This is an optimization exercise on Yosys and OpenROAD, whose aim is small area, a short achievable clock period and few clock cycles per item, not a production implementation.
In this exercise RTL edits were held to simulation tests only and were not proved equivalent to the original.

==> run.sh <==
#!/bin/bash
# synth_recipe.tcl (not shown) runs the flow's synth.tcl, then flattens the netlist and writes it again
# the make line also repeats each setting of config.mk as NAME=value (left out here)
make -C /OpenROAD-flow-scripts/flow DESIGN_CONFIG=/design/flow/config.mk WORK_HOME=/design/flow/orfs CLKGATE_MAP_FILE= SYNTH_SCRIPT=/design/flow/synth_recipe.tcl finish
==> config.mk <==
export PLATFORM = sky130hd
export DESIGN_NAME = magicgen
export DESIGN_NICKNAME = magicgen
export VERILOG_FILES = /design/flow/design.v
export SDC_FILE = /design/flow/constraint.sdc
export NUM_CORES = 4
export LEC_CHECK = 0
export CAP_MARGIN = 20
export CORE_MARGIN = 2
export CORE_UTILIZATION = 40
export PLACE_DENSITY = 0.6
export SLEW_MARGIN = 20
==> constraint.sdc <==
create_clock -name core_clock -period 20.0 [get_ports {clk}]
set_input_delay 4.0000 -clock core_clock [delete_from_list [all_inputs] [get_ports {clk}]]
set_output_delay 4.0000 -clock core_clock [all_outputs]
set_load 0.01 [all_outputs]
==> design.v <==
module magicgen (
    input  wire         clk,
    input  wire         rst,
    input  wire         cmd_valid,
    output wire         cmd_ready,
    input  wire [129:0] cmd_word,
    output wire         rsp_valid,
    input  wire         rsp_ready,
    output wire [40:0]  rsp_word
);
    localparam [1:0] OP_MUL32  = 2'd0;
    localparam [1:0] OP_SMAGIC = 2'd1;
    localparam [1:0] OP_UMAGIC = 2'd2;
    localparam [1:0] OP_MODINV = 2'd3;
    localparam [1:0] ERR_RANGE      = 2'd1;
    localparam [1:0] ERR_DEGENERATE = 2'd2;
    localparam [1:0] ERR_EVEN       = 2'd3;
    localparam [2:0] S_IDLE  = 3'd0;
    localparam [2:0] S_DIV   = 3'd1;   
    localparam [2:0] S_INIT  = 3'd2;   
    localparam [2:0] S_ITER  = 3'd3;   
    localparam [2:0] S_INV_X = 3'd4;   
    localparam [2:0] S_INV_T = 3'd5;   
    localparam [2:0] S_RESP  = 3'd6;
    reg [2:0]  state;
    reg [1:0]  w_op;
    reg        w_neg;
    reg [31:0] w_dv;
    reg [31:0] w_nc;
    reg [6:0]  w_p;
    reg [63:0] w_q1, w_r1, w_q2, w_r2;
    reg        w_af;
    reg [31:0] w_xn;
    reg [31:0] w_t;
    reg [40:0] rsp;
    assign cmd_ready = (state == S_IDLE);
    assign rsp_valid = (state == S_RESP);
    assign rsp_word  = rsp;
    wire [1:0]  c_op = cmd_word[129:128];
    wire [63:0] c_b  = cmd_word[127:64];
    wire [63:0] c_a  = cmd_word[63:0];
    wire [31:0] c_d  = c_a[31:0];
    wire c_in_range = (c_a[63:32] == 32'h0) || (c_a[63:31] == {33{1'b1}});
    wire c_s_degen  = (c_d == 32'h0) || (c_d == 32'h1) || (c_d == 32'hFFFFFFFF);
    wire c_u_degen  = (c_d == 32'h0) || (c_d == 32'h1);
    wire c_neg      = c_d[31];
    wire [31:0] c_abs = c_neg ? (32'h0 - c_d) : c_d;
    reg  [31:0] mul_x, mul_y;
    wire [31:0] mul_p = mul_x * mul_y;
    always @(*) begin
        case (state)
            S_INV_X: begin mul_x = w_xn; mul_y = 32'd2 - w_t; end
            S_INV_T: begin mul_x = w_dv; mul_y = w_xn;        end
            default: begin
                if (c_op == OP_MODINV) begin mul_x = c_d; mul_y = c_d; end
                else                   begin mul_x = c_d; mul_y = c_b[31:0]; end
            end
        endcase
    end
    wire [63:0] r2_dbl = {w_r2[62:0], (w_op == OP_UMAGIC)};
    wire        r2_ge  = (r2_dbl >= {32'h0, w_dv});
    wire [63:0] q2_nxt = {w_q2[62:0], 1'b0} + {63'h0, r2_ge};
    wire [63:0] r2_nxt = r2_ge ? (r2_dbl - {32'h0, w_dv}) : r2_dbl;
    wire [63:0] r1_dbl = {w_r1[62:0], 1'b0};
    wire        r1_ge  = (r1_dbl >= {32'h0, w_nc});
    wire [63:0] q1_nxt = {w_q1[62:0], 1'b0} + {63'h0, r1_ge};
    wire [63:0] r1_nxt = r1_ge ? (r1_dbl - {32'h0, w_nc}) : r1_dbl;
    wire [6:0]  p_nxt  = w_p + 7'd1;
    wire [63:0] delta  = (w_op == OP_UMAGIC) ? ({32'h0, w_dv} - 64'd1 - r2_nxt)
                                             : ({32'h0, w_dv} - r2_nxt);
    wire        go_on  = (q1_nxt < delta) || ((q1_nxt == delta) && (r1_nxt == 64'h0));
    wire        cont   = (w_op == OP_UMAGIC) ? ((p_nxt < 7'd64) && go_on) : go_on;
    wire        af_nxt = w_af | (w_q2 >= 64'h80000000);
    wire [63:0] m_full = q2_nxt + 64'd1;
    wire [31:0] s_val  = w_neg ? (32'h0 - m_full[31:0]) : m_full[31:0];
    wire [6:0]  sh7    = p_nxt - 7'd32;                  
    wire [5:0]  shift  = sh7[5:0];
    wire [63:0] dv64    = {32'h0, w_dv};
    wire [63:0] m31     = (w_op == OP_UMAGIC) ? ((w_r2 + 64'd1 == dv64) ? 64'd0 : w_r2 + 64'd1)
                                              : w_r2;
    wire [63:0] s_tmod  = w_neg ? ((m31 + 64'd1 == dv64) ? 64'd0 : m31 + 64'd1) : m31;
    wire [63:0] s_anc   = 64'h80000000 + {63'h0, w_neg} - 64'd1 - s_tmod;
    wire [63:0] m31x2   = {m31[62:0], 1'b0};
    wire [63:0] u_m32   = (m31x2 >= dv64) ? (m31x2 - dv64) : m31x2;
    wire [63:0] u_nc    = 64'hFFFFFFFF - u_m32;
    wire [63:0] bound   = (w_op == OP_UMAGIC) ? u_nc : s_anc;
    wire [63:0] b_r0    = 64'h80000000;
    wire        b_ge0   = (b_r0 >= bound);
    wire [63:0] b_r1    = b_ge0 ? (b_r0 - bound) : b_r0;
    wire        b_ge1   = (b_r1 >= bound);
    wire [63:0] b_r2    = b_ge1 ? (b_r1 - bound) : b_r1;
    wire [63:0] b_q     = {62'h0, 1'b0, b_ge0} + {62'h0, 1'b0, b_ge1};
    always @(posedge clk) begin
        if (rst) begin
            state <= S_IDLE;
        end else begin
            case (state)
            S_IDLE: if (cmd_valid) begin
                w_op <= c_op;
                case (c_op)
                OP_MUL32: begin
                    rsp   <= {2'd0, 1'b0, 6'd0, mul_p};
                    state <= S_RESP;
                end
                OP_SMAGIC: begin
                    if (!c_in_range) begin
                        rsp   <= {ERR_RANGE, 39'h0};
                        state <= S_RESP;
                    end else if (c_s_degen) begin
                        rsp   <= {ERR_DEGENERATE, 39'h0};
                        state <= S_RESP;
                    end else begin
                        w_neg <= c_neg;
                        w_dv  <= c_abs;
                        w_p   <= 7'd0;
                        w_q2  <= 64'd0;
                        w_r2  <= 64'd1;
                        state <= S_DIV;
                    end
                end
                OP_UMAGIC: begin
                    if (!c_in_range) begin
                        rsp   <= {ERR_RANGE, 39'h0};
                        state <= S_RESP;
                    end else if (c_u_degen) begin
                        rsp   <= {ERR_DEGENERATE, 39'h0};
                        state <= S_RESP;
                    end else begin
                        w_neg <= 1'b0;
                        w_dv  <= c_d;
                        w_p   <= 7'd0;
                        w_q2  <= 64'd0;
                        w_r2  <= 64'd0;
                        w_af  <= 1'b0;
                        state <= S_DIV;
                    end
                end
                default: begin  
                    if (!c_in_range) begin
                        rsp   <= {ERR_RANGE, 39'h0};
                        state <= S_RESP;
                    end else if (!c_d[0]) begin
                        rsp   <= {ERR_EVEN, 39'h0};
                        state <= S_RESP;
                    end else begin
                        w_dv  <= c_d;
                        w_xn  <= c_d;
                        w_t   <= mul_p;
                        state <= S_INV_X;
                    end
                end
                endcase
            end
            S_DIV: begin
                w_p  <= p_nxt;
                w_q2 <= q2_nxt;
                w_r2 <= r2_nxt;
                if (p_nxt == 7'd31)
                    state <= S_INIT;
            end
            S_INIT: begin
                w_nc  <= bound[31:0];
                w_q1  <= b_q;
                w_r1  <= b_r2;
                state <= S_ITER;
            end
            S_ITER: begin
                w_p  <= p_nxt;
                w_q1 <= q1_nxt;
                w_r1 <= r1_nxt;
                w_q2 <= q2_nxt;
                w_r2 <= r2_nxt;
                w_af <= af_nxt;
                if (!cont) begin
                    if (w_op == OP_UMAGIC)
                        rsp <= {2'd0, af_nxt, shift, m_full[31:0]};
                    else
                        rsp <= {2'd0, 1'b0, shift, s_val};
                    state <= S_RESP;
                end
            end
            S_INV_X: begin
                if (w_t == 32'd1) begin
                    rsp   <= {2'd0, 1'b0, 6'd0, w_xn};
                    state <= S_RESP;
                end else begin
                    w_xn  <= mul_p;
                    state <= S_INV_T;
                end
            end
            S_INV_T: begin
                w_t   <= mul_p;
                state <= S_INV_X;
            end
            S_RESP: if (rsp_ready) state <= S_IDLE;
            default: state <= S_IDLE;
            endcase
        end
    end
endmodule
==> run summary <==
-- metrics by stage --
stage / std cells / setup WS [ps] / hold slack (ps) / instance area, um^2
after detailed placement: 10688 / 1132 / 541.2 / 71840
after CTS: 10789 / 978.2 / 556.6 / 73610
after floorplan: 8587 / 535.4 / 516.9 / 67730
after global routing: 10794 / 160.1 / 574.7 / 73700
final: 10796 / 1422 / 556.2 / 73710
after global placement: 10688 / 1406 / 535.2 / 71830
-- state kept, by name (all words and copies together) (netlist names) --
| signal | cells |
|---|---|
| w_q2 | 64 |
| w_r2 | 64 |
| w_q1 | 63 |
| w_r1 | 63 |
| rsp | 41 |
| w_dv | 32 |
| w_nc | 32 |
| w_t | 32 |
| w_xn | 32 |
| w_p | 7 |
| state | 3 |
| w_op | 2 |
| w_af | 1 |
| w_neg | 1 |
-- kinds of logic (layout without fill, tap and decap cells) --
family	Yosys count	count (layout)
AOI/OAI and AO/OA	1698	1698
DFF	437	437
buffers and inverters	1219	1205
other	0	5
xor gates and xnor gates	732	732
muxes	144	144
adders and majority gates	808	808
and+or+nand+nor	3549	3549
-- area by class of cell --
type / instances / area, um^2
antenna: 5 / 12.51
clock buffer: 61 / 1399
clock inverter: 40 / 371.6
fill: 16903 / 95010
inverter: 768 / 2888
multi-input combinational: 6931 / 50210
sequential: 437 / 13100
tap: 2218 / 2775
timing repair buffer: 336 / 2954
-- synth_stat cells (all sizes together), types with 146 or more instances --
| master | number | area, um^2 |
|---|---|---|
| a21oi | 407 | 2071 |
| and2 | 174 | 1089 |
| and3 | 149 | 937.2 |
| clkbuf | 363 | 1364 |
| edfxtp | 434 | 13030 |
| fa | 412 | 8248 |
| ha | 396 | 4955 |
| inv | 761 | 2856 |
| nand2 | 1078 | 4054 |
| nand3 | 285 | 1441 |
| nand4 | 182 | 1176 |
| nor2 | 747 | 2811 |
| nor3 | 270 | 1404 |
| nor4 | 146 | 987.2 |
| o21ai | 436 | 2197 |
| xnor2 | 508 | 4449 |
| xor2 | 214 | 1874 |
-- timing repair --
action                                  4_1_cts  5_1_grt
endpoints found under the setup margin        0       44
hold buffers                                  0        0
setup buffers                                 0        0
resized for setup                             0        5
-- layer usage --
metal  vias up  wire (um)  global-route usage  part of all wire
met3       678      19380             0.04186             0.072
met4         4      18530              0.1801             0.069
met5         -         26           0.0002779          0.000097
li1      30041          -                   -                 -
met2      2797     124100              0.5000              0.46
met1     32340     105400              0.3730              0.39
-- final timing paths --
kind              slack (ps)  cells after the start                     end                    from
setup / recovery        1420                     61      w_r1[38]$_DFFE_PP_  w_r2[32]$_SDFFCE_PP0P_
hold / removal           560                      1  w_q2[59]$_SDFFCE_PP0P_  w_q2[58]$_SDFFCE_PP0P_
setup reg to reg        1420                     61      w_r1[38]$_DFFE_PP_  w_r2[32]$_SDFFCE_PP0P_
hold reg to reg          560                      1  w_q2[59]$_SDFFCE_PP0P_  w_q2[58]$_SDFFCE_PP0P_
==> impl_metrics.tcl <==
set metrics [dict create \
    outcome "complete, no violations" \
    maxCapViolCount 0 \
    area_growth_pct 8.835 \
    tns_ps 0 \
    critPathTopFamily "simple AND/OR/NAND/NOR gates" \
    grt_antenna_before_repair 12 \
    drive_gt1_frac 0.05704 \
    first_pass_iters 6 \
    die_w_um 415.5 \
    cp.required_ps 20390 \
    syn_inst 8587 \
    overflow 0 \
    track_usage 0.3017 \
    max_stage_delay_ps 790 \
    fmax_ghz 0.05383 \
    ios 177 \
    synthSimpleGateAreaFrac 0.2589 \
    nNetsFinal 9471 \
    hold_class "reg2reg" \
    crit_type "reg2reg" \
    yosysSeqAreaShare 0.1933 \
    layout_commonest_cell "nand2_1" \
    start_kind "register" \
    postLayoutCoreUtil 0.4369 \
    mostFrequentLayoutCells "nand2_1 (1,071), inv_1 (754), nor2_1 (738), xnor2_1 (507), edfxtp_1 (434)" \
    synth_edf_count 434 \
    num_rows 151 \
    synth_area_mm2 0.06772 \
    period_share 0.9289 \
    synth_top_family_by_area "simple AND/OR/NAND/NOR gates" \
    hold_violations 0 \
    grt_max_degree 131 \
    clk_pin_slew_ps 60 \
    setup_viol 0 \
    wl_per_cell_um 24.77 \
    finalMaxSlewViolations 0 \
    rsz0062_at_grt "false" \
    cts_tree "built" \
    max-slew-margin-rel 0.2152 \
    syn_nets 9529 \
    synth_cell_types 129 \
    crit_path_end_kind "register" \
    cts.sinks 437 \
    vias 65860 \
    hpwl_mm 210.1 \
    cts_buffer_depth 3 \
    arrival_ps 18960 \
    timing.critical_path.buf_inv 9 \
    synth_ff_type "edfxtp_1" \
    cts_made_buffers 55 \
    grt_pass1_vias 64139 \
    worstMarginPinSlew_ps 1166 \
    min_period_ps 18580 \
    ys_async_sr_fraction 0 \
    worstPathMaxFanout 22 \
    synth_fa_ha_area_frac 0.1950 \
    drc 0 \
    via_per_inst 6.100 \
    syn_avg_cell_area_um2 7.887 \
    ys_ff_latch 437 \
    totalWireLength_mm 267.4 \
    die-area_mm2 0.1726 \
    ys_warn_count 1 \
    root_buffer "clkbuf_16" \
    initial_utilization 0.4014 \
    grt_pass1_wl_mm 399.9 \
    synth_compound_area_frac 0.1653 \
    critical_path.slowest_cell "or4_1" \
    synth_xor_area_frac 0.09670 \
    ant_nets 0 \
    die_height_um 415.5 \
    yosys-mux-area-fraction 0.02163 \
    insertion_delay_ps 730 \
    drtIter0Drc 6778 \
    port_buffers 144 \
    finClkSkew_ps 66.80 \
    gp_congestion 1.018 \
    htree_levels 2 \
    core_mm2 0.1687 \
]
Testbench counts, summed over its fixed seeds: cycles 97,261, cmds 2,400.

-- port drivers added, routing unchanged --
In the flow no input, the clock included, has a driving cell. The finished layout below was timed again as built, in two steps.
Step 1, drivers: a clkbuf_16 drives clk and a buf_2 each remaining input, both assumed.
Step 2, shift: input delay + t, output delay - t, t = (earliest + latest rising clock arrival at the registers) / 2. This alone moves slack from input paths to output paths.
a / b / c = ideal / step 1 / step 2; a / b = the first two.
t, ns: 0.787
setup WS [ns]: 1.422 / 1.422 / 1.422
worst setup path after step 2: register to register
After both steps setup and hold are still met in this run. The setup slack of this run moves by 0.000 ns with the drivers and by 0.000 ns with both steps.
